Source: an optimization exercise on an open RTL-to-GDS flow (aim: small area). Production flows keep margins and buffers that such runs may drop.
In this exercise RTL edits were held to simulation tests only and were not proved equivalent to the original.
Power is estimated from default activity; no workload was simulated.

File: flow/config.mk
export PLATFORM = sky130hd
export DESIGN_NAME = lhce_parse
export DESIGN_NICKNAME = lhce_parse
export VERILOG_FILES = /design/flow/design.v
export SDC_FILE = /design/flow/constraint.sdc
export NUM_CORES = 4
export LEC_CHECK = 0
export CAP_MARGIN = 20
export CORE_MARGIN = 2
export CORE_UTILIZATION = 60
export CTS_CLUSTER_DIAMETER = 90
export CTS_CLUSTER_SIZE = 30
export PLACE_DENSITY = 0.75
export SLEW_MARGIN = 20
export SYNTH_HIERARCHICAL = 1
export SYNTH_MINIMUM_KEEP_SIZE = 0
File: flow/constraint.sdc
create_clock -name core_clock -period 7.0 [get_ports {clk}]
set_input_delay 1.4000 -clock core_clock [delete_from_list [all_inputs] [get_ports {clk}]]
set_output_delay 1.4000 -clock core_clock [all_outputs]
set_load 0.01 [all_outputs]
File: flow/design.v
module lhce_parse (
    input  wire        clk,
    input  wire        rst,           
    input  wire        start,
    input  wire [3:0]  op,
    input  wire [15:0] src_addr,
    input  wire [15:0] src_len,
    input  wire [31:0] ph_src,
    input  wire [31:0] ph_dst,
    output wire        busy,
    output reg         done,
    output wire        mem_rd,
    output wire [9:0]  mem_addr,
    input  wire [31:0] mem_rdata,
    output wire [3:0]  err_code,
    output wire [3:0]  err_sub,
    output wire [31:0] r_csum,
    output wire [31:0] r_csum_field,
    output wire [31:0] r_ip_len,
    output wire [31:0] r_ip_misc,
    output wire [31:0] r_ip_src,
    output wire [31:0] r_ip_dst,
    output wire [31:0] r_ip_hdr,
    output wire [31:0] r_ip_chk,
    output wire [31:0] r_tcp_ports,
    output wire [31:0] r_tcp_seq,
    output wire [31:0] r_tcp_ack,
    output wire [31:0] r_tcp_ctl,
    output wire [31:0] r_tcp_csum,
    output wire [31:0] r_tcp_hdr,
    output wire [31:0] r_pay,
    output wire [31:0] r_out
);
    localparam [3:0] S_IDLE  = 4'd0;
    localparam [3:0] S_PRE   = 4'd1;    
    localparam [3:0] S_TINIT = 4'd2;    
    localparam [3:0] S_TAIL  = 4'd3;    
    localparam [3:0] S_PS    = 4'd4;    
    localparam [3:0] S_K6    = 4'd5;    
    localparam [3:0] S_TSUM  = 4'd6;    
    localparam [3:0] S_FLUSH = 4'd7;    
    localparam [3:0] S_ISUM  = 4'd8;    
    localparam [3:0] S_CAP   = 4'd9;    
    localparam [3:0] S_RCHK  = 4'd10;   
    reg  [3:0]  st;
    reg  [2:0]  opk;       
    reg  [11:0] c_addr;    
    reg  [15:0] c_len;     
    reg  [3:0]  ihl;       
    reg         zq;        
    reg  [12:0] O;         
    reg  [4:0]  k;         
    reg  [15:0] R;         
    reg         cy;        
    reg         sw;        
    reg         addq;      
    reg  [1:0]  lane;      
    reg         m;         
    reg         tok;       
    reg         rbig;      
    wire [7:0]  C [0:29];  
    reg  [2:0]  ec, es;
    wire [15:0] q_calc;   wire q_match; wire q_present; wire [15:0] q_field;
    wire [3:0]  q_ihl;    wire [15:0] q_tl; wire [15:0] q_hcs; wire [7:0] q_ttl;
    wire [31:0] q_src, q_dst; wire [11:0] q_ipa; wire [15:0] q_ipcalc; wire q_ipm;
    wire [31:0] q_ports, q_seq, q_ack; wire [15:0] q_win; wire [3:0] q_doff; wire [5:0] q_flags;
    wire [15:0] q_urg, q_cs; wire [12:0] q_L; wire [11:0] q_sa;
    wire [4:0]  q_hdw;  wire [12:0] q_outl; wire [11:0] q_outa;
    wire fr   = (opk == 3'd7);
    wire ipc  = (opk == 3'd3);
    wire tcpc = (opk == 3'd4);
    wire ct   = (opk == 3'd2);
    wire csum = (opk == 3'd1) | ct;
    wire ipg  = fr | ipc;
    assign busy = (st != S_IDLE);
    reg [7:0] mb;
    always @(*) begin
        case (lane)
            2'd0: mb = mem_rdata[7:0];
            2'd1: mb = mem_rdata[15:8];
            2'd2: mb = mem_rdata[23:16];
            default: mb = mem_rdata[31:24];
        endcase
    end
    wire [5:0]  hl  = {ihl, 2'b00};
    wire [15:0] L;         
    lhce_rip #(.W(14), .NB(4), .SUB(1)) u_L (.a(c_len[15:2]), .b(ihl), .ci(1'b1),
        .s(L[15:2]), .co());
    assign L[1:0] = c_len[1:0];
    wire sum_st = (st == S_PS) | (st == S_TSUM) | (st == S_ISUM);
    wire [12:0] E = (st == S_PS)  ? 13'd20 :
                    ((st == S_ISUM) & ipg) ? {7'd0, hl} : c_len[12:0];
    wire at_end = (O == E);
    wire align  = (sw == O[0]);
    wire skip   = (st == S_ISUM) ? (O[12:1] == 12'd5) :
                  (st == S_TSUM) ? (ct & (O[12:1] == 12'd8)) : 1'b0;
    wire pre_end = (k == 5'd12);
    wire iss_pre = (st == S_PRE) & ~pre_end;
    wire iss_sum = sum_st & ~at_end & align;
    wire iss_cap = (st == S_CAP) & (k != 5'd31) & ~((k == 5'd0) & ~align);
    wire iss     = iss_pre | iss_sum | iss_cap;
    wire [12:0] addr = {1'b0, c_addr} + O;
    wire [12:0] O_inc;
    lhce_rip #(.W(13), .NB(0), .SUB(0)) u_oinc (.a(O), .b(1'b0), .ci(1'b1),
        .s(O_inc), .co());
    wire [4:0] k_inc;
    lhce_rip #(.W(5), .NB(0), .SUB(0)) u_kinc (.a(k), .b(1'b0), .ci(1'b1),
        .s(k_inc), .co());
    assign mem_rd   = iss;
    assign mem_addr = addr[11:2];
    wire       k6inj = (st == S_K6) & ~sw;
    wire [7:0] ain = (addq ? mb : 8'd0) | ((st == S_TAIL) ? C[29] : 8'd0) |
                     {5'd0, k6inj, k6inj, 1'b0};
    wire [8:0] asum;
    lhce_rip #(.W(8), .NB(8), .SUB(0)) u_asum (.a(R[7:0]), .b(ain), .ci(cy),
        .s(asum[7:0]), .co(asum[8]));
    wire [15:0] p_tl  = {C[6], C[5]};
    wire [3:0]  p_ihl = C[8][3:0];
    wire [5:0]  p_hl  = {p_ihl, 2'b00};
    wire        tl_over = p_tl > c_len;
    reg  [2:0]  pre_c, pre_s;
    always @(*) begin
        pre_c = 3'd2; pre_s = 3'd0;
        if (fr && c_len[15:2] == 14'h3FFF)      begin pre_c = 3'd1; pre_s = 3'd2; end
        else if (fr && {C[10], C[9]} != 16'h0800) begin pre_c = 3'd1; pre_s = 3'd1; end
        else if (c_len < 16'd20)                 pre_s = 3'd1;
        else if (p_ihl < 4'd5)                   pre_s = 3'd2;
        else if (mb != 8'd6)                     pre_s = 3'd3;
        else if (C[8][7:4] != 4'd4)              pre_s = 3'd4;
        else if ({10'd0, p_hl} > p_tl)           pre_s = 3'd5;
        else if ({10'd0, p_hl} > c_len)          pre_s = 3'd6;
        else if (fr && tl_over)                  pre_s = 3'd7;
    end
    wire [3:0]  doffn = C[17][7:4];
    wire [5:0]  doffb = {doffn, 2'b00};
    wire        doff_big = (L[15:6] == 10'd0) & (doffb > L[5:0]);
    wire        sum_ok = (fr ? tok : (R == 16'hFFFF)) & ({C[13], C[12]} != 16'hFFFF);
    wire        doff_ok = (doffn >= 4'd5) & ~doff_big;
    wire [15:0] calc    = ~{R[7:0], R[15:8]};
    wire        eq      = (mb == ~R[7:0]);
    wire big_in = (src_addr[15:13] != 3'd0) || (src_addr[12] && src_addr[11:0] != 12'd0) ||
                  (src_len[15:13] != 3'd0)  || (src_len[12] && src_len[11:0] != 12'd0) ||
                  (src_addr[12] && src_len != 16'd0);
    wire rng_bad = rbig | (addr[12] & (addr[11:0] != 12'd0));
    wire        op_ok = (op == 4'd1) | (op == 4'd2) | (op == 4'd3) | (op == 4'd4) | (op == 4'd7);
    wire commit = (st == S_CAP) & (k == 5'd31);
    wire tcp_pass = sum_ok & doff_ok;
    wire c_csum = commit & csum;
    wire c_ip   = commit & (ipc | (fr & tcp_pass));
    wire c_tcp  = commit & (tcpc | fr) & tcp_pass;
    wire c_fr   = commit & fr & tcp_pass;
    reg  [159:0] cql;      
    reg  [15:0]  cqh;      
    wire [63:0]  cm;       
    wire         idle = (st == S_IDLE);
    always @(posedge clk) begin
        cql <= {cql[151:0], mb & {8{~zq}}};
        cqh <= {cqh[7:0], cm[63:56]};
    end
    lhce_rreg #(64) u_tail (.clk(clk), .e1(idle), .e0(~idle),
        .d({ph_src, ph_dst}), .q(cm), .h({cm[55:0], cql[159:152]}));
    genvar gi;
    generate
        for (gi = 0; gi < 20; gi = gi + 1) begin : g_ch
            assign C[gi] = cql[8*gi+7:8*gi];
        end
        for (gi = 20; gi < 28; gi = gi + 1) begin : g_cm
            assign C[gi] = cm[8*(gi-20)+7:8*(gi-20)];
        end
    endgenerate
    assign C[28] = cqh[7:0];
    assign C[29] = cqh[15:8];
    reg       fin;
    reg [2:0] fec, fes;
    always @(*) begin
        fin = 1'b0; fec = 3'd0; fes = 3'd0;
        case (st)
        S_IDLE: begin fin = start & ~op_ok; fec = 3'd7; fes = 3'd1; end
        S_RCHK:  begin fin = rng_bad; fec = 3'd6; fes = 3'd1; end
        S_PRE:   begin fin = pre_end & (pre_s != 3'd0); fec = pre_c; fes = pre_s; end
        S_TINIT: begin fin = (fr | tcpc) & (L < 16'd20); fec = 3'd3; fes = 3'd1; end
        S_CAP:   begin
            fin = commit;
            if (csum | ipc | tcp_pass) begin fec = 3'd0; fes = 3'd0; end
            else if (!sum_ok)          begin fec = 3'd3; fes = 3'd2; end
            else                       begin fec = 3'd3; fes = 3'd3; end
        end
        default: ;
        endcase
    end
    lhce_rreg #(6) u_err (.clk(clk), .e1(fin & ~rst), .e0(~fin & ~rst),
        .d({fec, fes}), .q({ec, es}), .h({ec, es}));
    always @(posedge clk) begin
        R    <= {asum[7:0], R[15:8]};
        cy   <= asum[8];
        sw   <= ~sw;
        addq <= iss_sum & ~skip;
        lane <= addr[1:0];
        done <= fin & ~rst;
        if (iss) O <= O_inc;
        case (st)
        S_IDLE: begin
            opk    <= op[2:0];
            c_addr <= src_addr[11:0];
            c_len  <= src_len;
            ihl    <= {3'd0, op[2:0] == 3'd7};    
            zq     <= ((op[2:0] == 3'd1) && src_len < 16'd12) ||
                      ((op[2:0] == 3'd2) && src_len < 16'd18);
            rbig   <= big_in;
            O      <= src_len[12:0];                     
            if (start & ~fin) st <= S_RCHK;
        end
        S_RCHK: begin
            c_len <= L;
            ihl   <= 4'd0;
            O     <= fr ? 13'd2 : ipc ? 13'h1FFE : 13'd0;
            k     <= 5'd0;
            R     <= 16'd0;
            cy    <= 1'b0;
            st    <= fin ? S_IDLE : (opk == 3'd1) ? S_ISUM : (ct | tcpc) ? S_TINIT : S_PRE;
        end
        S_PRE: if (!pre_end) begin
            k <= k_inc;
            if (k == 5'd11) O <= {10'd0, fr, 2'b00};
        end else begin
            ihl    <= p_ihl;
            c_len  <= p_tl;
            c_addr <= addr[11:0];    
            O <= 13'd0; R <= 16'd0; cy <= 1'b0;
            st <= fin ? S_IDLE : fr ? S_TINIT : S_ISUM;
        end
        S_TINIT: begin
            R  <= {L[7:0], L[15:8]};
            cy <= 1'b0;
            sw <= 1'b1;
            k  <= 5'd0;
            O  <= 13'd12;
            st <= fin ? S_IDLE : fr ? S_PS : S_TAIL;    
        end
        S_TAIL: begin
            k <= k_inc;
            if (k == 5'd7) st <= S_K6;
        end
        S_PS: if (at_end) st <= S_K6;
        S_K6: if (!sw) begin st <= S_TSUM; O <= {7'd0, hl}; end
        S_TSUM: if (at_end) begin
            k <= 5'd0;
            O <= {7'd0, hl};
            st <= fr ? S_FLUSH : S_CAP;
        end
        S_FLUSH: begin
            k <= k_inc;
            if (k == 5'd3) begin
                tok <= (R == 16'hFFFF);
                R   <= 16'd0; cy <= 1'b0;
                st  <= S_ISUM; O <= 13'd0;
            end
        end
        S_ISUM: if (at_end) begin
            st <= S_CAP; O <= {7'd0, hl}; k <= 5'd0;
        end
        S_CAP: begin
            if (iss_cap) begin
                k <= k_inc;
                if (k == 5'd19) O <= ct ? 13'd16 : 13'd10;
                if (k == 5'd29) O <= ct ? 13'd14 : 13'd8;
                if (k == 5'd30) O <= {7'd0, hl};    
            end
            if (k == 5'd21) m <= eq;
            if (k == 5'd22) m <= m & eq;
            if (commit) st <= S_IDLE;
        end
        default: st <= S_IDLE;
        endcase
        if (rst) begin
            st <= S_IDLE;
            sw <= 1'b0;
        end
    end
    wire e1_cs = c_csum & ~rst;  wire e0_cs = ~c_csum & ~rst;
    wire e1_ip = c_ip   & ~rst;  wire e0_ip = ~c_ip   & ~rst;
    wire e1_tc = c_tcp  & ~rst;  wire e0_tc = ~c_tcp  & ~rst;
    wire e1_fr = c_fr   & ~rst;  wire e0_fr = ~c_fr   & ~rst;
    lhce_rreg #(34) u_cs (.clk(clk), .e1(e1_cs), .e0(e0_cs),
        .d({calc, m & ~zq, ~zq, C[9], C[8]}),
        .q({q_calc, q_match, q_present, q_field}), .h({q_calc, q_match, q_present, q_field}));
    lhce_rreg #(137) u_ip (.clk(clk), .e1(e1_ip), .e0(e0_ip),
        .d({ihl, c_len, C[9], C[8], mb, C[7], C[6], C[5], C[4],
            C[3], C[2], C[1], C[0], c_addr, calc, m}),
        .q({q_ihl, q_tl, q_hcs, q_ttl, q_src, q_dst, q_ipa, q_ipcalc, q_ipm}), .h({q_ihl, q_tl, q_hcs, q_ttl, q_src, q_dst, q_ipa, q_ipcalc, q_ipm}));
    lhce_rreg #(179) u_tc (.clk(clk), .e1(e1_tc), .e0(e0_tc),
        .d({C[29], C[28], C[27], C[26], C[25], C[24], C[23], C[22],
            C[21], C[20], C[19], C[18], C[15], C[14], doffn, C[16][5:0],
            C[11], C[10], C[13], C[12], L[12:0], addr[11:0]}),
        .q({q_ports, q_seq, q_ack, q_win, q_doff, q_flags, q_urg, q_cs, q_L, q_sa}), .h({q_ports, q_seq, q_ack, q_win, q_doff, q_flags, q_urg, q_cs, q_L, q_sa}));
    wire [11:0] outa;      
    wire [12:0] outl;      
    wire [4:0]  hdw;       
    lhce_rip #(.W(10), .NB(0), .SUB(1)) u_outa (.a(c_addr[11:2]), .b(1'b0), .ci(1'b0),
        .s(outa[11:2]), .co());
    assign outa[1:0] = c_addr[1:0];
    lhce_rip #(.W(11), .NB(0), .SUB(0)) u_outl (.a(c_len[12:2]), .b(1'b0), .ci(1'b1),
        .s(outl[12:2]), .co());
    assign outl[1:0] = c_len[1:0];
    lhce_rip #(.W(4), .NB(4), .SUB(0)) u_hdw (.a(ihl), .b(doffn), .ci(1'b1),
        .s(hdw[3:0]), .co(hdw[4]));
    lhce_rreg #(30) u_fr (.clk(clk), .e1(e1_fr), .e0(e0_fr),
        .d({hdw, outl, outa}), .q({q_hdw, q_outl, q_outa}), .h({q_hdw, q_outl, q_outa}));
    wire [12:0] q_paya;    
    wire [11:0] q_payl;    
    lhce_rip #(.W(10), .NB(5), .SUB(0)) u_paya (.a(q_outa[11:2]), .b(q_hdw), .ci(1'b0),
        .s(q_paya[11:2]), .co(q_paya[12]));
    assign q_paya[1:0] = q_outa[1:0];
    lhce_rip #(.W(10), .NB(5), .SUB(1)) u_payl (.a(q_outl[11:2]), .b(q_hdw), .ci(1'b1),
        .s(q_payl[11:2]), .co());
    assign q_payl[1:0] = q_outl[1:0];
    wire ipv = |q_ihl;
    wire [15:0] ip_seg;
    lhce_rip #(.W(14), .NB(4), .SUB(1)) u_seg (.a(q_tl[15:2]), .b(q_ihl), .ci(1'b1),
        .s(ip_seg[15:2]), .co());
    assign ip_seg[1:0] = q_tl[1:0];
    assign err_code     = {1'b0, ec};
    assign err_sub      = {1'b0, es};
    assign r_csum       = {14'd0, q_match, q_present, q_calc};
    assign r_csum_field = {16'd0, q_field};
    assign r_ip_len     = {5'd0, ipv, 2'd0, 2'd0, q_ihl, 2'd0, q_tl};
    assign r_ip_misc    = {q_hcs, 5'd0, ipv, ipv, 1'b0, q_ttl};
    assign r_ip_src     = q_src;
    assign r_ip_dst     = q_dst;
    assign r_ip_hdr     = {ip_seg, 4'd0, q_ipa};
    assign r_ip_chk     = {15'd0, q_ipm, q_ipcalc};
    assign r_tcp_ports  = q_ports;
    assign r_tcp_seq    = q_seq;
    assign r_tcp_ack    = q_ack;
    assign r_tcp_ctl    = {q_win, 2'd0, q_doff, 2'd0, 2'd0, q_flags};
    assign r_tcp_csum   = {q_urg, q_cs};
    assign r_tcp_hdr    = {3'd0, q_L, 4'd0, q_sa};
    assign r_pay        = {4'd0, q_payl, 3'd0, q_paya};
    assign r_out        = {3'd0, q_outl, 4'd0, q_outa};
endmodule
module lhce_rreg #(
    parameter W = 8
) (
    input  wire         clk,
    input  wire         e1,
    input  wire         e0,
    input  wire [W-1:0] d,
    input  wire [W-1:0] h,
    output reg  [W-1:0] q
);
    always @(posedge clk) q <= (d & {W{e1}}) | (h & {W{e0}});
endmodule
module lhce_rip #(
    parameter W   = 8,
    parameter NB  = 4,
    parameter SUB = 0
) (
    input  wire [W-1:0]  a,
    input  wire [(NB > 0 ? NB : 1)-1:0] b,
    input  wire          ci,
    output wire [W-1:0]  s,
    output wire          co
);
    wire [W:0] c;
    assign c[0] = ci;
    genvar i;
    generate
        for (i = 0; i < W; i = i + 1) begin : g
            if (i < NB) begin : f
                lhce_fa u (.a(a[i]), .b(SUB ? ~b[i] : b[i]), .ci(c[i]), .s(s[i]), .co(c[i+1]));
            end else if (!SUB) begin : h
                lhce_inc u (.a(a[i]), .ci(c[i]), .s(s[i]), .co(c[i+1]));
            end
        end
        if (SUB && W > NB) begin : d
            lhce_decp #(.W(W - NB)) u (.a(a[W-1:NB]), .ci(c[NB]), .s(s[W-1:NB]));
            assign c[W] = 1'b0;
        end
    endgenerate
    assign co = c[W];
endmodule
module lhce_fa (input wire a, input wire b, input wire ci, output wire s, output wire co);
    assign s  = a ^ b ^ ci;
    assign co = (a & b) | (a & ci) | (b & ci);
endmodule
module lhce_xnor (input wire a, input wire b, output wire y);
    assign y = ~(a ^ b);
endmodule
module lhce_or (input wire a, input wire b, output wire y);
    assign y = a | b;
endmodule
module lhce_inc (input wire a, input wire ci, output wire s, output wire co);
    assign s  = a ^ ci;
    assign co = a & ci;
endmodule
module lhce_decp #(
    parameter W = 8
) (
    input  wire [W-1:0] a,
    input  wire         ci,
    output wire [W-1:0] s
);
    wire [W:0] p;
    assign p[0] = 1'b0;
    genvar i;
    generate
        for (i = 0; i < W; i = i + 1) begin : g
            wire c;
            if (i == 0) begin : z
                assign c = ci;
            end else begin : o
                lhce_or u_p (.a(p[i-1]), .b(a[i-1]), .y(p[i]));
                lhce_or u_c (.a(ci), .b(p[i]), .y(c));
            end
            lhce_xnor u_s (.a(a[i]), .b(c), .y(s[i]));
        end
    endgenerate
endmodule
File: flow/flow/run.sh
#!/bin/bash
# Standard layout (the standard.sh, standard synthesis), with the port
# buffers that global placement inserts made of sky130_fd_sc_hd__buf_1 and
# one tie cell per constant value.
set -euo pipefail
export BUFFER_PORTS_ARGS="-buffer_cell sky130_fd_sc_hd__buf_1"
export SKIP_REPAIR_TIE_FANOUT=1
bash standard.sh > standard.log 2>&1
File: flow/standard.sh
#!/bin/bash
# synth_recipe.tcl (not shown) runs the flow's synth.tcl, then flattens the netlist and writes it again
# the make line also repeats each setting of config.mk as NAME=value (left out here)
make -C /OpenROAD-flow-scripts/flow DESIGN_CONFIG=/design/flow/config.mk WORK_HOME=/design/flow/orfs CLKGATE_MAP_FILE= SYNTH_SCRIPT=/design/flow/synth_recipe.tcl "${@:-finish}"
==> out/metrics.yaml, run 1 <==
clocking:
  numCtsBuffers: 28
  cts_sinks: 709
  cts_max_level: 1
  clkTransAtPathRegs_ns: 0.11
  cts_tree: "built"
  clk_latency_ns: 0.62
  post_cts_buffers: 0
  root_buffer: "clkbuf_16"
  clockBufferDepth: 3
  cts.repair.resized: 0
  cts.hold.buffers_added: 0
route:
  drc_errors: 0
  totalWireLength_um: 79010
  first_iter_violations: 1627
  wire_per_inst_um: 24.01
  vias: 20020
  viasPerCell: 6.084
  detail_route.first_pass.iterations: 6
  antenna_left: 0
timing:
  drv_slew: 0
  tightest_slew_ns: 1.084
  max_freq_mhz: 166.8
  fin_skew_ns: 0.01961
  min_period_over_period_pct: 85.63
  period_minus_slack_ns: 5.994
  tns_ns: 0
  finalHoldViolations: 0
  hold_ws_ns: 0.3382
  setup_viol: 0
  slew_headroom_pct: 27.71
  rsz0062_at_grt: "no"
finish:
  mostFrequentLayoutCell: "dfxtp_1"
  post-route-util_pct: 65.55
  seqCellArea_um2: 14630
  num-fill-cells: 3542
  layout_common_cells: "dfxtp_1 (665), buf_1 (572), a22o_1 (470)"
  multi_input_area_um2: 10130
  drive_gt1_share_pct: 3.337
  fin_nets: 2929
  area_delta_synth_final_pct: 7.673
place:
  port_buffers: 572
  dp_hpwl_um: 57800
  place_congestion: 0.9255
synth:
  netlist_instances: 2310
  syn_area_per_cell_um2: 11.65
  yosysWarnings: 13
  syn-num-nets: 2550
  syn_area_um2: 26920
critical_path:
  cp.arrival_ns: 6.56
  start_kind: "flop"
  worstPathMaxFanout: 66
  regToRegStartpoint: "ihl[0]"
  crit_path_end_kind: "flop"
  rrSetupSlack_ns: 1.01
  worstPathRequired_ns: 7.57
  worstSetupStartpoint: "ihl[0]"
  ff2ff_path_depth: 16
  critPathCapture: "u_tc.q[88]"
  critPathKind: "flop to flop"
  r2r_end: "u_tc.q[88]"
floorplan:
  die_area_um2: 46580
  die-width_um: 215.8
  die_h_um: 215.8
  start_util_pct: 60.88
  rows: 77
  io_pins: 668
  design.core.area_um2: 44220
global_routing:
  antenna_found_initial: 2
  overflow: 0
  grt_pass1_vias: 19330
  grt_pass1_wl_um: 117600
  grt_max_degree: 180
  track_usage_pct: 32.52
hold_path:
  min_path_type: "flop to flop"
pwr:
  power_density_nw_per_um2: 411.7
  p_total_uw: 11930
  power.leakage_uw: 0.01132
  worst_ir_drop_vdd_uv: 282.9
run:
  timing.max_cap.violations: 0
outcome:
  status: "timing/DRC/antenna clean"
==> flip-flops by register name, summed over array words and instances, names as in the netlist, 30 cells and up <==
signal / count
cql: 160
u_cs.q: 34
u_ip.q: 137
u_tail.q: 64
u_tc.q: 179
u_fr.q: 30
==> through the flow <==
| step | setup slack (ns) | instance area, µm² | std cells |
|---|---|---|---|
| global route | 0.9194 | 28990 | 3290 |
| finish | 1.006 | 28990 | 3290 |
| floorplan | 1.429 | 26920 | 2310 |
| detailed placement | 1.060 | 28160 | 3251 |
| global placement | 1.097 | 28150 | 3251 |
| CTS | 1.205 | 28990 | 3289 |
==> worst max-delay path: stages, from the launching register on <==
cell	delay, ns
edfxtp_1	0.67
inv_1	0.16
fa_1	0.45
fa_1	0.41
fa_1	0.40
fa_1	0.52
or2_1	0.27
xnor2_1	0.28
or4_1	0.54
nor4_1	0.36
o31ai_1	0.14
o22ai_1	0.15
or2_2	0.20
nor2_1	0.11
a31oi_4	0.72
buf_12	0.36
a22o_1	0.19
==> report_power, final <==
group	internal, µW	total [µW]	switching, µW
sequential	5100	6270	1180
clock	787	2010	1230
combinational	1350	3640	2300
total	7230	11900	4700
==> worst min-delay path by stage <==
stage	start	end	slack, ns	cells after the start
global placement	cql[136]	cql[144]	0.31	0
finish	cql[134]	cql[142]	0.34	0
global route	cql[135]	cql[143]	0.34	0
detailed placement	cql[134]	cql[142]	0.31	0
CTS	cql[137]	cql[145]	0.34	0
floorplan	cql[134]	cql[142]	0.31	0
==> per-layer routing <==
metal | GRT usage, % | vias to the layer above | share of wire (%)
li1 | - | 9092 | -
met1 | 42.20 | 9754 | 40
met2 | 53.22 | 986 | 47
met3 | 6.794 | 185 | 8.7
met4 | 13.08 | 0 | 4.4
met5 | 0 | - | 0
==> layout make-up <==
class / instances / share of cell area, %
timing repair buffer: 594 / 8.149
multi-input combinational: 1277 / 34.93
tap: 592 / 2.555
clock buffer: 34 / 2.603
clock inverter: 4 / 0.2460
inverter: 79 / 1.023
sequential: 709 / 50.48
antenna: 1 / 0.008633
==> run 2, diff against run 1 <==
--- a/flow/config.mk
+++ b/flow/config.mk
@@ -8,8 +8,8 @@
 export CAP_MARGIN = 20
 export CORE_MARGIN = 2
 export CORE_UTILIZATION = 60
-export CTS_CLUSTER_DIAMETER = 90
-export CTS_CLUSTER_SIZE = 30
+export CTS_CLUSTER_DIAMETER = 70
+export CTS_CLUSTER_SIZE = 36
 export PLACE_DENSITY = 0.75
 export SLEW_MARGIN = 20
 export SYNTH_HIERARCHICAL = 1
==> run 2 against run 1 <==
  * Still clean
  * Via count is 0.37% higher
  * Die area unchanged
  * Final area increased by 1.4%
  * Global-route usage increased by 0.39 points
  * Largest cell class unchanged
==> out/metrics.yaml, run 2 <==
synth:
  yosysWarnings: 13  # unchanged
  syn-num-nets: 2550  # unchanged
  syn_area_per_cell_um2: 11.65  # unchanged
  netlist_instances: 2310  # unchanged
  syn_area_um2: 26920  # unchanged
clocking:
  clockBufferDepth: 3  # unchanged
  root_buffer: "clkbuf_16"
  cts.hold.buffers_added: 0  # unchanged
  cts_max_level: 2  # +1
  numCtsBuffers: 35  # +25%
  cts_tree: "built"
  clkTransAtPathRegs_ns: 0.12  # about the same
  post_cts_buffers: 0  # unchanged
  cts.repair.resized: 0  # unchanged
  cts_sinks: 709  # unchanged
  clk_latency_ns: 0.60  # -0.02 ns
place:
  port_buffers: 572  # unchanged
  dp_hpwl_um: 57800  # unchanged
  placed_area_um2: 28160  # unchanged
  place_congestion: 0.9255  # unchanged
pwr:
  swShare_pct: 39.45  # +0.048 points
  p_int_uw: 7542  # +4.3%
  power_density_nw_per_um2: 423.6  # +2.9%
  clkPwrFrac_pct: 20.4  # +3.5 points
  p_seq_share_pct: 50.4  # -2.2 points
  switchingPower_uw: 4914  # +4.5%
  power.leakage_uw: 0.01153  # +1.8%
  p_total_uw: 12460  # +4.4%
  p_comb_share_pct: 29.2  # -1.3 points
  worst_ir_drop_vdd_uv: 293.4  # +3.7%
finish:
  reg_top3: "u_tc.q x179, cql x160, u_ip.q x137"
  drive_gt1_share_pct: 4.196  # +0.86 points
  area_delta_synth_final_pct: 9.221
  largest_reg_flops: 179  # unchanged
  top_register: "u_tc.q"
  num-fill-cells: 3498  # -1.2%
  layout_common_cells: "dfxtp_1 (665), buf_1 (572), a22o_1 (470)"
  mostFrequentLayoutCell: "dfxtp_1"
  final_area_um2: 29400  # +1.4%
  fin_nets: 2936  # +0.24%
global_routing:
  antenna_found_initial: 2  # unchanged
  track_usage_pct: 32.90  # +0.39 points
  grt_pass1_vias: 19450  # +0.65%
  grt_max_degree: 180  # unchanged
  grt_pass1_wl_um: 118200  # +0.49%
  overflow: 0  # unchanged
floorplan:
  die-width_um: 215.8  # unchanged
  die_area_um2: 46580  # unchanged
  rows: 77  # unchanged
  design.core.area_um2: 44220  # unchanged
  die_h_um: 215.8  # unchanged
  start_util_pct: 60.88  # unchanged
  io_pins: 668  # unchanged
route:
  first_iter_violations: 1838  # +13%
  wire_per_inst_um: 23.98  # -0.16%
  detail_route.first_pass.iterations: 5  # -1
  totalWireLength_um: 79360  # +0.45%
  antenna_left: 0  # unchanged
  vias: 20090  # +0.37%
  drc_errors: 0  # unchanged
  viasPerCell: 6.070  # -0.24%
critical_path:
  critPathSlowestCell: "edfxtp_1"
  worstPathMaxFanout: 179  # +170%
  cpLargestDelayFamily: "adder cells"
  critPathKind: "flop to flop"
  cp.arrival_ns: 6.45  # -0.11 ns
  cp_num_buf_inv: 2  # unchanged
  cpMostUsedCell: "fa_1"
  crit_chain: "inv_1 -> fa_1 -> fa_1 -> fa_1 -> fa_1 -> or2_1 -> xnor2_1 -> or4_1 -> nor4_1 -> o31ai_1 -> o22ai_1 -> or2_2 -> or3_1 -> nor2_4 -> buf_12 -> a22o_1"
  worstPathRequired_ns: 7.50  # -0.07 ns
  cpPeakStageDelay_ns: 0.65  # -0.07 ns
  start_kind: "flop"
  crit_path_end_kind: "flop"
hold_path:
  min_path_type: "flop to flop"
timing:
  drv_slew: 0  # unchanged
  setup_viol: 0  # unchanged
  max_freq_mhz: 168.1  # +0.78%
  tightest_slew_ns: 1.075  # -0.009315 ns
  rsz0062_at_grt: "no"
  period_minus_slack_ns: 5.948  # -0.04625 ns
  min_period_over_period_pct: 84.97  # -0.66 points
  tns_ns: 0  # unchanged
  finalHoldViolations: 0  # unchanged
  slew_headroom_pct: 28.07  # +0.36 points
  fin_skew_ns: 0.04675  # +0.02714 ns
outcome:
  status: "timing/DRC/antenna clean"
run:
  timing.max_cap.violations: 0  # unchanged
-- run 2: power by group through the flow --
stage	registers, µW	clock network, µW	logic (µW)
detailed placement	6340	0	3550
global placement	6310	0	3450
finish	6270	2540	3640
floorplan	5730	0	2840
global route	6390	2690	3960
CTS	6250	2560	3580
-- run 2: worst paths after layout --
kind	from	cells after the start	to	slack [ns]
worst max-delay path	ihl[0]	16	u_tc.q[9]	1.05
worst min-delay path	cql[134]	0	cql[142]	0.34
worst max register to register	ihl[0]	16	u_tc.q[9]	1.05
worst min register to register	cql[134]	0	cql[142]	0.34
-- run 2: layer usage --
metal  track usage, %  routed length (µm)  vias up
li1                 -                   -     9104
met1            42.32               31920     9809
met2            53.41               37140      987
met3            7.104                6653      189
met4            14.76                3627        2
met5                0                  13        -
-- run 2: area by class of cell --
type / count / area, µm² / area share [%]
Inverter: 79 / 296.5 / 1.008
Tap cell: 592 / 740.7 / 2.519
Multi-Input combinational cell: 1277 / 10130 / 34.44
Antenna cell: 1 / 2.502 / 0.008510
Clock inverter: 21 / 316.6 / 1.077
Timing Repair Buffer: 594 / 2362 / 8.034
Sequential cell: 709 / 14630 / 49.77
Clock buffer: 37 / 925.9 / 3.149
-- run 2: stage by stage --
stage                     cells  util [%]  setup slack [ns]  hold slack, ns
after floorplan            2310         -             1.429          0.3096
after global placement     3251     63.67             1.097          0.3114
after detailed placement   3251     63.68             1.060          0.3128
after CTS                  3309     66.49             1.185          0.3414
after global routing       3310     66.49            0.9103          0.3456
final                      3310     66.49             1.052          0.3409
==> run 3, diff against run 2 <==
==> flow/config.mk (replaced) <==
export PLATFORM = sky130hd
export DESIGN_NAME = lhce_parse
export DESIGN_NICKNAME = lhce_parse
export VERILOG_FILES = /design/flow/design.v
export SDC_FILE = /design/flow/constraint.sdc
export NUM_CORES = 4
export LEC_CHECK = 0
export CAP_MARGIN = 0
export CORE_MARGIN = 2
export CORE_UTILIZATION = 60
export CTS_CLUSTER_DIAMETER = 90
export CTS_CLUSTER_SIZE = 30
export PLACE_DENSITY = 0.75
export SLEW_MARGIN = 0
export SYNTH_HIERARCHICAL = 1
export SYNTH_MINIMUM_KEEP_SIZE = 0
==> run 3 against run 2 <==
  * Non-clock buffer count unchanged
  * Final area decreased by 1.6%
  * Sequential share of layout area increased by 0.80 points
  * Die area unchanged
  * Worst setup slack got worse by 0.0068 ns
  * Combinational power about the same
  * Count of clock-buffer cells in the layout decreased by 5
  * Sequential power about the same
  * Clock power decreased by 22%
  * Global-route usage decreased by 0.45 points
  * Register-to-register slack about the same
  * Cell count decreased by 0.66%
  * Largest power group unchanged
==> out/metrics.yaml, run 3 <==
outcome:
  status: "timing/DRC/antenna clean"
global_routing:
  antenna_found_initial: 2  # unchanged
  track_usage_pct: 32.46  # -0.45 points
  overflow: 0  # unchanged
  grt_max_degree: 180  # unchanged
  grt_pass1_wl_um: 117600  # -0.51%
  grt_pass1_vias: 19230  # -1.2%
critical_path:
  worstSetupStartpoint: "ihl[0]"
  critPathKind: "flop to flop"
  regToRegStartpoint: "ihl[0]"
  worstPathRequired_ns: 7.55  # +0.05 ns
  worstPathMaxFanout: 66  # -63%
  ff2ff_path_depth: 16  # unchanged
  crit_path_end_kind: "flop"
  cp.arrival_ns: 6.51  # +0.06 ns
  start_kind: "flop"
clocking:
  numCtsBuffers: 28  # -20%
  clockBufferDepth: 3  # unchanged
  clkTransAtPathRegs_ns: 0.12  # about the same
  cts.hold.buffers_added: 0  # unchanged
  clk_latency_ns: 0.63  # +0.03 ns
  root_buffer: "clkbuf_16"
  cts_max_level: 1  # -1
  cts_tree: "built"
  cts.repair.resized: 0  # unchanged
  cts_sinks: 709  # unchanged
  post_cts_buffers: 0  # unchanged
timing:
  tns_ns: 0  # unchanged
  drv_slew: 0  # unchanged
  period_minus_slack_ns: 5.955  # +0.006830 ns
  rsz0062_at_grt: "no"
  fin_skew_ns: 0.04069  # -0.006058 ns
  setup_viol: 0  # unchanged
  hold_ws_ns: 0.3383  # -0.002613 ns
  tightest_slew_ns: 1.298  # +0.2232 ns
  finalHoldViolations: 0  # unchanged
  min_period_over_period_pct: 85.07  # +0.098 points
  slew_headroom_pct: 12.79  # -15 points
  max_freq_mhz: 167.9  # -0.11%
route:
  first_iter_violations: 1792  # -2.5%
  vias: 20050  # -0.20%
  totalWireLength_um: 78890  # -0.59%
  drt-met1-wl_um: 31650  # -0.86%
  viasPerCell: 6.098  # +0.47%
  drc_errors: 0  # unchanged
  wire_per_inst_um: 23.99  # about the same
  top_layer: "met4"
  detail_route.first_pass.iterations: 5  # unchanged
  wl_met2_um: 36950  # -0.50%
  wl_met3_um: 6964  # +4.7%
  antenna_left: 0  # unchanged
run:
  timing.max_cap.violations: 0  # unchanged
hold_path:
  hold_start: "cql[134]"
  min_path_type: "flop to flop"
  whs_path_depth: 0  # unchanged
finish:
  drive_gt1_share_pct: 3.264  # -0.93 points
  multi_input_area_um2: 10120  # about the same
  num-fill-cells: 3557  # +1.7%
  area_delta_synth_final_pct: 7.492
  top_register: "u_tc.q"
  reg_top3: "u_tc.q x179, cql x160, u_ip.q x137"
  fin_cells: 3288  # -0.66%
  largest_reg_flops: 179  # unchanged
  mostFrequentLayoutCell: "dfxtp_1"
  fin_nets: 2929  # -0.24%
  layout_common_cells: "dfxtp_1 (665), buf_1 (572), a22o_1 (470)"
  antenna_cells: 0  # -1
  seqCellArea_um2: 14630  # unchanged
floorplan:
  design.core.area_um2: 44220  # unchanged
  rows: 77  # unchanged
  io_pins: 668  # unchanged
  die_h_um: 215.8  # unchanged
  die-width_um: 215.8  # unchanged
  die_area_um2: 46580  # unchanged
  start_util_pct: 60.88  # unchanged
pwr:
  power.leakage_uw: 0.01130  # -2.0%
  worst_ir_drop_vdd_uv: 227.1  # -23%
  power_density_nw_per_um2: 410.7  # -3.0%
place:
  place_congestion: 0.9255  # unchanged
  dp_hpwl_um: 57820  # about the same
  port_buffers: 572  # unchanged
  dp.cells: 3251  # unchanged
synth:
  syn_area_per_cell_um2: 11.65  # unchanged
  yosysWarnings: 13  # unchanged
  netlist_instances: 2310  # unchanged
  syn-num-nets: 2550  # unchanged
  syn_area_um2: 26920  # unchanged
[run 3: cell types whose count changed in the layout (fill, tap and decap cells not counted), moves of 3 or more]
cell | previous run | this run
clkbuf_1 | 0 | 4
clkbuf_16 | 37 | 28
clkinv_8 | 0 | 3
inv_16 | 7 | 0
inv_6 | 3 | 0
[run 3: path summary, 6_finish.rpt]
path | endpoint | slack (ns)
max reg2reg | u_tc.q[88] | 1.05
min | cql[142] | 0.34
max | u_tc.q[88] | 1.05
min reg2reg | cql[142] | 0.34
[run 3: worst max-delay path, cell delays in order (launching register included)]
cell      delay (ns)
edfxtp_1        0.66
inv_1           0.15
fa_1            0.44
fa_1            0.40
fa_1            0.40
fa_1            0.53
or2_1           0.28
xnor2_1         0.27
or4_1           0.53
nor4_1          0.34
o31ai_1         0.13
o22ai_1         0.13
or2_2           0.18
nor2_1          0.10
a31oi_4         0.73
buf_12          0.36
a22o_1          0.18
[run 3: stage by stage]
stage / utilization [%] / area (µm²) / power (µW) / setup slack [ns]
6_report: 65.44 / 28940 / 11890 / 1.045
5_1_grt: 65.44 / 28940 / 12450 / 0.8663
4_1_cts: 65.44 / 28940 / 11800 / 1.195
3_5_place_dp: 63.67 / 28150 / 9890 / 1.061
3_3_place_gp: 63.67 / 28150 / 9764 / 1.097
2_1_floorplan: - / 26920 / 8567 / 1.429
[run 3: power by group]
| part | internal, µW | switching, µW |
|---|---|---|
| logic | 1350 | 2300 |
| clock network | 749 | 1220 |
| registers | 5100 | 1180 |
| total | 7190 | 4690 |
[run 3: cell type report]
cell class / instances / share of cell area (%)
clock inverter: 5 / 0.2378
sequential: 709 / 50.57
multi-input combinational: 1277 / 34.97
inverter: 79 / 1.025
tap: 592 / 2.560
timing repair buffer: 594 / 8.163
clock buffer: 32 / 2.473
[run 3: layer usage]
metal	GRT usage [%]	vias up
li1	-	9063
met1	42.06	9806
met2	53.57	1010
met3	6.878	172
met4	12.11	0
met5	0	-
==> run 4, diff against run 3 <==
--- a/flow/design.v
+++ b/flow/design.v
@@ -59,7 +59,7 @@
     reg         tok;       
     reg         rbig;      
     wire [7:0]  C [0:29];  
-    reg  [2:0]  ec, es;
+    wire [2:0]  ec, es;
     wire [15:0] q_calc;   wire q_match; wire q_present; wire [15:0] q_field;
     wire [3:0]  q_ihl;    wire [15:0] q_tl; wire [15:0] q_hcs; wire [7:0] q_ttl;
     wire [31:0] q_src, q_dst; wire [11:0] q_ipa; wire [15:0] q_ipcalc; wire q_ipm;
==> run 4 against run 3 <==
  * Sequential cell count unchanged
  * Global-route usage unchanged
  * Cell count unchanged
  * Fmax unchanged
  * Die area unchanged
  * Largest power group unchanged
  * Combinational power about the same
  * Clock skew unchanged
  * Core utilization unchanged
  * Sequential share of layout area unchanged
==> out/metrics.yaml, run 4 <==
timing:
  rsz0062_at_grt: "no"
  min_period_over_period_pct: 85.07  # unchanged
  slew_headroom_pct: 12.79  # unchanged
  period_minus_slack_ns: 5.955  # unchanged
  drv_slew: 0  # unchanged
  setup_viol: 0  # unchanged
  fin_skew_ns: 0.04069  # unchanged
  tns_ns: 0  # unchanged
  tightest_slew_ns: 1.298  # unchanged
  finalHoldViolations: 0  # unchanged
  max_freq_mhz: 167.9  # unchanged
clocking:
  clockBufferDepth: 3  # unchanged
  cts.repair.resized: 0  # unchanged
  post_cts_buffers: 0  # unchanged
  clk_latency_ns: 0.63  # about the same
  root_buffer: "clkbuf_16"
  cts.hold.buffers_added: 0  # unchanged
  clkTransAtPathRegs_ns: 0.12  # about the same
  cts_tree: "built"
  cts_sinks: 709  # unchanged
  cts_max_level: 1  # unchanged
  numCtsBuffers: 28  # unchanged
critical_path:
  critPathSlowestCell: "a31oi_4"
  cpMostUsedCell: "fa_1"
  cp.arrival_ns: 6.51  # about the same
  regToRegStartpoint: "ihl[0]"
  worstSetupStartpoint: "ihl[0]"
  cpLargestDelayFamily: "adder cells"
  cp_num_buf_inv: 2  # unchanged
  critPathCapture: "u_tc.q[88]"
  critPathKind: "flop to flop"
  worstPathMaxFanout: 66  # unchanged
  worstPathRequired_ns: 7.55  # about the same
  rrSetupSlack_ns: 1.05  # about the same
  ff2ff_path_depth: 16  # unchanged
  crit_chain: "inv_1 -> fa_1 -> fa_1 -> fa_1 -> fa_1 -> or2_1 -> xnor2_1 -> or4_1 -> nor4_1 -> o31ai_1 -> o22ai_1 -> or2_2 -> nor2_1 -> a31oi_4 -> buf_12 -> a22o_1"
  start_kind: "flop"
  cpPeakStageDelay_ns: 0.73  # about the same
  crit_path_end_kind: "flop"
  r2r_end: "u_tc.q[88]"
  cp.depth: 16  # unchanged
synth:
  netlist_instances: 2310  # unchanged
  syn_area_um2: 26920  # unchanged
  yosysWarnings: 13  # unchanged
  syn_area_per_cell_um2: 11.65  # unchanged
  syn-num-nets: 2550  # unchanged
pwr:
  p_total_uw: 11890  # unchanged
  worst_ir_drop_vdd_uv: 227.1  # unchanged
  power.leakage_uw: 0.01130  # unchanged
  power_density_nw_per_um2: 410.7  # unchanged
floorplan:
  design.core.area_um2: 44220  # unchanged
  die_area_um2: 46580  # unchanged
  die-width_um: 215.8  # unchanged
  start_util_pct: 60.88  # unchanged
  io_pins: 668  # unchanged
  rows: 77  # unchanged
  die_h_um: 215.8  # unchanged
run:
  timing.max_cap.violations: 0  # unchanged
finish:
  fin_cells: 3288  # unchanged
  top_register: "u_tc.q"
  final_area_um2: 28940  # unchanged
  reg_top3: "u_tc.q x179, cql x160, u_ip.q x137"
  antenna_cells: 0  # unchanged
  fin_nets: 2929  # unchanged
  num-fill-cells: 3557  # unchanged
  layout_common_cells: "dfxtp_1 (665), buf_1 (572), a22o_1 (470)"
  area_delta_synth_final_pct: 7.492  # unchanged
  drive_gt1_share_pct: 3.264  # unchanged
  largest_reg_flops: 179  # unchanged
  post-route-util_pct: 65.44  # unchanged
  mostFrequentLayoutCell: "dfxtp_1"
route:
  vias: 20050  # unchanged
  first_iter_violations: 1792  # unchanged
  wire_per_inst_um: 23.99  # unchanged
  viasPerCell: 6.098  # unchanged
  detail_route.first_pass.iterations: 5  # unchanged
  antenna_left: 0  # unchanged
  drc_errors: 0  # unchanged
  totalWireLength_um: 78890  # unchanged
place:
  dp.cells: 3251  # unchanged
  place_congestion: 0.9255  # unchanged
  placed_area_um2: 28150  # unchanged
  port_buffers: 572  # unchanged
  dp_hpwl_um: 57820  # unchanged
global_routing:
  grt_max_degree: 180  # unchanged
  overflow: 0  # unchanged
  track_usage_pct: 32.46  # unchanged
  grt_pass1_vias: 19230  # unchanged
  antenna_found_initial: 2  # unchanged
  grt_pass1_wl_um: 117600  # unchanged
hold_path:
  min_path_type: "flop to flop"
outcome:
  status: "timing/DRC/antenna clean"
## run 4: report_power, final
group / internal (µW) / switching (µW) / leakage, µW
sequential: 5100 / 1180 / 0.00589
clock: 749 / 1220 / 0.000381
combinational: 1350 / 2300 / 0.00503
total: 7190 / 4690 / 0.0113
## run 4: routing by layer
| metal | vias to the layer above | routed length (µm) | track usage, % |
|---|---|---|---|
| li1 | 9063 | - | - |
| met1 | 9806 | 31650 | 42.06 |
| met2 | 1010 | 36950 | 53.57 |
| met3 | 172 | 6964 | 6.878 |
| met4 | 0 | 3320 | 12.11 |
| met5 | - | 0 | 0 |
## run 4: how the worst min path moves through the flow
stage / depth (start not counted) / to / slack, ns / start
global placement: 0 / cql[144] / 0.31 / cql[136]
floorplan: 0 / cql[142] / 0.31 / cql[134]
finish: 0 / cql[142] / 0.34 / cql[134]
global route: 0 / cql[143] / 0.34 / cql[135]
detailed placement: 0 / cql[142] / 0.31 / cql[134]
CTS: 0 / cql[145] / 0.34 / cql[137]
## run 4: per-stage QoR
stage                     hold WS [ns]  setup WS [ns]
after floorplan                 0.3096          1.429
after global placement          0.3114          1.097
after detailed placement        0.3128          1.061
after CTS                       0.3379          1.195
after global routing            0.3437         0.8663
final                           0.3383          1.045
## run 4: area by class of cell
type                            count  area [µm²]  area share, %
Timing Repair Buffer              594        2362          8.163
Tap cell                          592       740.7          2.560
Inverter                           79       296.5          1.025
Multi-Input combinational cell   1277       10120          34.97
Clock buffer                       32       715.7          2.473
Sequential cell                   709       14630          50.57
Clock inverter                      5       68.82         0.2378
==> run 5, diff against run 4 <==
--- a/flow/config.mk
+++ b/flow/config.mk
@@ -10,6 +10,8 @@
 export CORE_UTILIZATION = 60
 export CTS_CLUSTER_DIAMETER = 90
 export CTS_CLUSTER_SIZE = 30
+export GPL_ROUTABILITY_DRIVEN = 0
+export GPL_TIMING_DRIVEN = 0
 export PLACE_DENSITY = 0.75
 export SLEW_MARGIN = 0
 export SYNTH_HIERARCHICAL = 1
==> run 5 against run 4 <==
  * Highest routed layer unchanged
  * Largest power group unchanged
  * Largest cell class unchanged
  * Sequential cell count unchanged
  * Count of clock-buffer cells in the layout is 2 higher
  * Register-to-register slack worse by 0.03 ns
==> out/metrics.yaml, run 5 <==
clocking:
  cts_sinks: 709  # unchanged
  cts_tree: "built"
  post_cts_buffers: 0  # unchanged
  cts_max_level: 1  # unchanged
  numCtsBuffers: 29  # +3.6%
  root_buffer: "clkbuf_16"
  clk_latency_ns: 0.63  # about the same
  clkTransAtPathRegs_ns: 0.11  # about the same
  cts.repair.resized: 0  # unchanged
  clockBufferDepth: 3  # unchanged
  cts.hold.buffers_added: 0  # unchanged
finish:
  num-fill-cells: 3397  # -4.5%
  reg_top3: "u_tc.q x179, cql x160, u_ip.q x137"
  drive_gt1_share_pct: 9.508  # +6.2 points
  fin_nets: 3153  # +7.6%
  mostFrequentLayoutCell: "dfxtp_1"
  antenna_cells: 0  # unchanged
  layout_common_cells: "dfxtp_1 (665), buf_1 (575), a22o_1 (470)"
  area_delta_synth_final_pct: 14.01
  top_register: "u_tc.q"
  largest_reg_flops: 179  # unchanged
synth:
  syn_area_um2: 26920  # unchanged
  syn_area_per_cell_um2: 11.65  # unchanged
  syn-num-nets: 2550  # unchanged
  yosysWarnings: 13  # unchanged
  netlist_instances: 2310  # unchanged
critical_path:
  critPathKind: "flop to flop"
  worstPathRequired_ns: 7.56  # about the same
  rrSetupSlack_ns: 1.01  # -0.03 ns
  critPathCapture: "u_ip.q[26]"
  start_kind: "flop"
  crit_path_end_kind: "flop"
  worstSetupStartpoint: "ihl[0]"
  ff2ff_path_depth: 16  # unchanged
  worstPathMaxFanout: 10  # -85%
  regToRegStartpoint: "ihl[0]"
  cp.arrival_ns: 6.55  # +0.04 ns
  r2r_end: "u_ip.q[26]"
timing:
  setup_viol: 0  # unchanged
  tightest_slew_ns: 0.9914  # -0.3068 ns
  max_freq_mhz: 167.0  # -0.58%
  slew_headroom_pct: 32.19  # +19 points
  finalHoldViolations: 0  # unchanged
  hold_ws_ns: 0.3359  # -0.002339 ns
  fin_skew_ns: 0.04293  # +0.002236 ns
  drv_slew: 0  # unchanged
  min_period_over_period_pct: 85.56  # +0.49 points
  rsz0062_at_grt: "no"
  period_minus_slack_ns: 5.989  # +0.03445 ns
  tns_ns: 0  # unchanged
global_routing:
  antenna_found_initial: 0  # -2
  overflow: 0  # unchanged
  track_usage_pct: 34.66  # +2.2 points
  grt_pass1_wl_um: 125200  # +6.5%
  grt_max_degree: 107  # -41%
  grt_pass1_vias: 20540  # +6.8%
route:
  totalWireLength_um: 83950  # +6.4%
  viasPerCell: 6.003  # -1.6%
  wire_per_inst_um: 23.88  # -0.48%
  antenna_left: 0  # unchanged
  vias: 21110  # +5.3%
  drc_errors: 0  # unchanged
  detail_route.first_pass.iterations: 6  # +1
  first_iter_violations: 2023  # +13%
place:
  dp_hpwl_um: 64610  # +12%
  port_buffers: 572  # unchanged
hold_path:
  min_path_type: "flop to flop"
  whs_path_depth: 0  # unchanged
floorplan:
  rows: 77  # unchanged
  die_area_um2: 46580  # unchanged
  design.core.area_um2: 44220  # unchanged
  die-width_um: 215.8  # unchanged
  die_h_um: 215.8  # unchanged
  io_pins: 668  # unchanged
  start_util_pct: 60.88  # unchanged
pwr:
  power.leakage_uw: 0.01245  # +10%
  worst_ir_drop_vdd_uv: 336.9  # +48%
  power_density_nw_per_um2: 403.4  # -1.8%
outcome:
  status: "timing/DRC/antenna clean"
run:
  timing.max_cap.violations: 0  # unchanged
[run 5: layer usage]
layer	global-route usage [%]	wire, µm
met3	8.414	8142
met2	57.18	39210
met4	15.26	4304
met5	0	0
met1	43.29	32290
[run 5: per-stage QoR]
step,instances,setup WS [ns],area [µm²],utilization [%],total power [µW]
floorplan,2310,1.429,26920,-,8567
global placement,3474,1.139,29810,67.41,10050
detailed placement,3474,1.053,29810,67.41,10190
CTS,3516,1.234,30690,69.41,12260
global route,3516,0.9534,30690,69.41,12950
finish,3516,1.011,30690,69.41,12380
[run 5: worst max-delay path, cell delays in order (launching register included)]
cell	delay (ns)
edfxtp_1	0.66
inv_1	0.13
fa_1	0.42
fa_1	0.40
fa_1	0.40
fa_1	0.54
or2_1	0.28
xnor2_1	0.60
or4_1	0.23
nor4_1	0.07
o31ai_1	0.11
o22ai_1	0.11
or2_2	0.34
a2111oi_0	0.90
buf_6	0.33
buf_6	0.23
a22o_1	0.17
[run 5: worst min-delay path by stage]
stage / endpoint / from
floorplan: cql[142] / cql[134]
finish: cql[34] / cql[26]
CTS: cql[144] / cql[136]
global route: cql[34] / cql[26]
global placement: cql[144] / cql[136]
detailed placement: cql[144] / cql[136]
[run 5: layout make-up]
type	instances	area (µm²)	share of cell area, %
plain buffers	245	1934	6.302
well taps	592	740.7	2.413
clock inverters	8	117.6	0.3832
repair buffers	572	2147	6.995
inverters	79	296.5	0.9661
clock buffers	34	765.7	2.495
multi-input cells	1277	10060	32.77
flip-flops and latches	709	14630	47.68
[run 5: where the power goes]
group	internal [µW]	switching, µW
clock	845	1260
sequential	5100	1090
combinational	1630	2460

static timing again, ports no longer ideal:
How much do the figures lean on ideal ports? The routed layouts below were timed once more, with nothing changed but the port constraints. Step 1 (the two cells are an assumption about what drives the block):
set clk [get_ports {clk}]
set_driving_cell -lib_cell sky130_fd_sc_hd__clkbuf_16 $clk
set_driving_cell -lib_cell sky130_fd_sc_hd__buf_2 [delete_from_list [all_inputs] $clk]
Step 2 adds t to the input delays and takes it off the output delays; t is the mean of the earliest and latest rising clock arrival at the registers after step 1. Input paths then give back, and output paths get back, about the clock's delay inside the block. Three values: no drivers, after step 1, after step 2; two values: the first two.
| run | shift t [ns] | setup WS [ns] | worst setup path after step 2 | worst register clock-pin slew, ns | worst data-port slew with drivers (ns) |
|---|---|---|---|---|---|
| run 1 | 0.677 | 1.006 / 1.006 / 1.006 | register to register | 0.12 / 0.12 | 0.11 |
| run 2 | 0.635 | 1.052 / 1.052 / 1.029 | input to register | 0.12 / 0.12 | 0.10 |
| run 3 | 0.673 | 1.045 / 1.045 / 1.045 | register to register | 0.12 / 0.12 | 0.09 |
| run 4 | 0.673 | 1.045 / 1.045 / 1.045 | register to register | 0.12 / 0.12 | 0.09 |
| run 5 | 0.672 | 1.011 / 1.011 / 0.962 | input to register | 0.12 / 0.12 | 0.11 |
After both steps every run listed still meets setup and hold. The setup slack of run 5, which loses most, moves by 0.000 ns with the drivers and by -0.049 ns with both steps.
